Background: an optimization exercise with open tools, aiming at small area and a short achievable clock period. Do not read the settings as production practice.
Only simulation tests tie the RTL to the original design; equivalence was not proved.
No activity file was given, so power comes from the tool's default toggle rates.

== lane 1 ==
Design frame_rx, start of the top module:
module frame_rx #(
    parameter MAX_FRAME_LEN = 256
) (
    input  wire        clk,
    input  wire        rst,
    input  wire        start,
    input  wire [1:0]  cfg_fmt,       
    input  wire        cfg_srv,       
    input  wire [15:0] cfg_tmo,       
    input  wire [15:0] cfg_fixlen,    
    input  wire        rx_valid,
    input  wire [7:0]  rx_data,
    output wire        rx_ready,
    input  wire        tick,
    input  wire        fault,
    output wire        awaiting_body,
    output wire        res_valid,
    output wire [3:0]  res_code,
    output wire [3:0]  res_cause,
    output wire [7:0]  res_rxst,
    output wire [15:0] rx_count,
    output wire [15:0] rx_lenfield,
    output wire [15:0] target,
    output wire [15:0] idle_count,
    output wire [15:0] field_rcv,
    output wire [15:0] field_calc,
    output wire [1:0]  dcode,
    output wire [7:0]  handler,
    output wire [7:0]  resp_op,
    output wire [7:0]  req_op,
    output wire        disp_ok,
    output wire [7:0]  disp_handler
);
    localparam CODE_OK        = 4'h0;
    localparam CODE_DEVSTAT   = 4'h1;
    localparam CODE_TIMEOUT   = 4'h2;
    localparam CODE_INTEGRITY = 4'h3;
    localparam CODE_LENREJ    = 4'h4;
    localparam CODE_TFAULT    = 4'h5;
    localparam CODE_CMDERR    = 4'h6;
    localparam CODE_NONE      = 4'hF;
    localparam CAUSE_BAD_OP     = 2'd1;
    localparam CAUSE_BAD_LENGTH = 2'd3;
    localparam DC_NONE    = 2'd0;
    localparam DC_OK      = 2'd1;
    localparam DC_UNKNOWN = 2'd2;
    localparam DC_BADLEN  = 2'd3;
    reg        active;       
    reg        fzb;          
    reg        ffix;         
    reg        dsp;          
    reg [15:0] tmo;          
    reg        tmo_hit;      
    reg        lastb;        
    reg [5:0]  pos;          
    reg [15:0] acc;          
    reg [15:0] frcv;         
    reg [15:0] lf;           
    reg [7:0]  b0;
    reg [3:0]  hnd;          
    reg [7:0]  rsp;          
    reg [7:0]  b5;
    reg        b1z;          
    reg        b1o;          
    reg        done;         
    reg        ge3;          
    reg        rv;
    reg [3:0]  rc;
    reg [1:0]  rcz;
    reg [7:0]  rxst;
    reg [8:0]  cnt;
    reg [8:0]  tgt;
    reg [15:0] idle;
    reg [1:0]  dc;
  ...
Size in the first run: ~970 cells after synthesis, roughly 160 flip-flops, about 200 I/O pins.
Settings: LEC_CHECK=0, CAP_MARGIN=20, CORE_MARGIN=2, CORE_UTILIZATION=40, CTS_BUF_LIST=sky130_fd_sc_hd__clkbuf_8, SETUP_SLACK_MARGIN=3.3, SLEW_MARGIN=20, TNS_END_PERCENT=5; clock period 6.0 ns.
standard.sh (not shown) runs the stock make flow with config.mk's settings and CLKGATE_MAP_FILE= SYNTH_SCRIPT=/design/flow/synth_recipe.tcl, a recipe that flattens the netlist after the stock synthesis.
==> flow/flow/run.sh <==
#!/bin/bash
# Standard layout, with the port buffers made of plain buf cells instead of
# the delay buffers buffer_ports picks by default. Every port still gets one.
set -euo pipefail
export BUFFER_PORTS_ARGS="-buffer_cell sky130_fd_sc_hd__buf_1"
bash standard.sh > flow_make.log 2>&1
### lane 1 -> lane 2
Settings: CORE_UTILIZATION now 55, was 40; SETUP_SLACK_MARGIN now 3.45, was 3.3; TNS_END_PERCENT now 2, was 5.
[summary]
- When lane 2 is set beside lane 1, its critical path depth turns out to be 2 larger.
- Comparing lane 2 and lane 1, fraction of the cycle the final worst path needs is higher on lane 1.
- Going from lane 1 to lane 2, height of the die shrank by more than 10%.
- Run comparison: lane 2 critical path startpoint rx_data[2]; lane 1 critical path startpoint rx_data[7]
- Power spent charging and discharging nets was higher in the run labelled lane 1.
- Lane 1 -> lane 2: synthesized-area fraction occupied by xor and xnor cells delta 0, exact match
- According to the power report, total power for lane 2 is lower than for lane 1.
- Internal power summed over all cells on lane 2 is down relative to lane 1.
[inputs] lane 3 vs lane 2
Settings: a change of TNS_END_PERCENT from 2 to 0; a change of CORE_UTILIZATION from 55 to 40; a change of SETUP_SLACK_MARGIN from 3.45 to 3.3.
- Compare lane 3 and lane 2 | worst endpoint required time lower: lane 3
- Routed wire length on met2 was higher in lane 3 than in lane 2.
- Final cell count without fillers went up by a few percent going from lane 2 to lane 3.
- The flow did not stop early for lane 3: all stages ran, and the layout cleared the timing, design-rule and antenna checks.

what the ideal ports hide:
How much do the figures lean on ideal ports? The routed layouts below were timed once more, with nothing changed but the port constraints. Step 1 assumes that a clkbuf_16 drives the clock port and a buf_2 every other input. Step 2 also shifts input and output timing later by t, the mid clock arrival at the registers, as if the neighbouring blocks saw the same clock. Slacks: no drivers / after step 1 / after step 2; pairs: no drivers / after step 1.
| run | shift t [ns] | setup WS [ns] | hold WS [ns] | latest minus earliest clock arrival (ns) |
|---|---|---|---|---|
| lane 1 | 0.508 | 3.257 / 3.271 / 2.763 | 0.462 / 0.462 / 0.462 | 0.017 / 0.017 |
| lane 2 | 0.505 | 3.273 / 3.272 / 2.767 | 0.462 / 0.462 / 0.462 | 0.019 / 0.018 |
| lane 3 | 0.499 | 3.194 / 3.215 / 2.716 | 0.486 / 0.486 / 0.486 | 0.022 / 0.023 |
After both steps every run listed still meets setup and hold. The setup slack of lane 2, which loses most, moves by -0.001 ns with the drivers and by -0.506 ns with both steps.
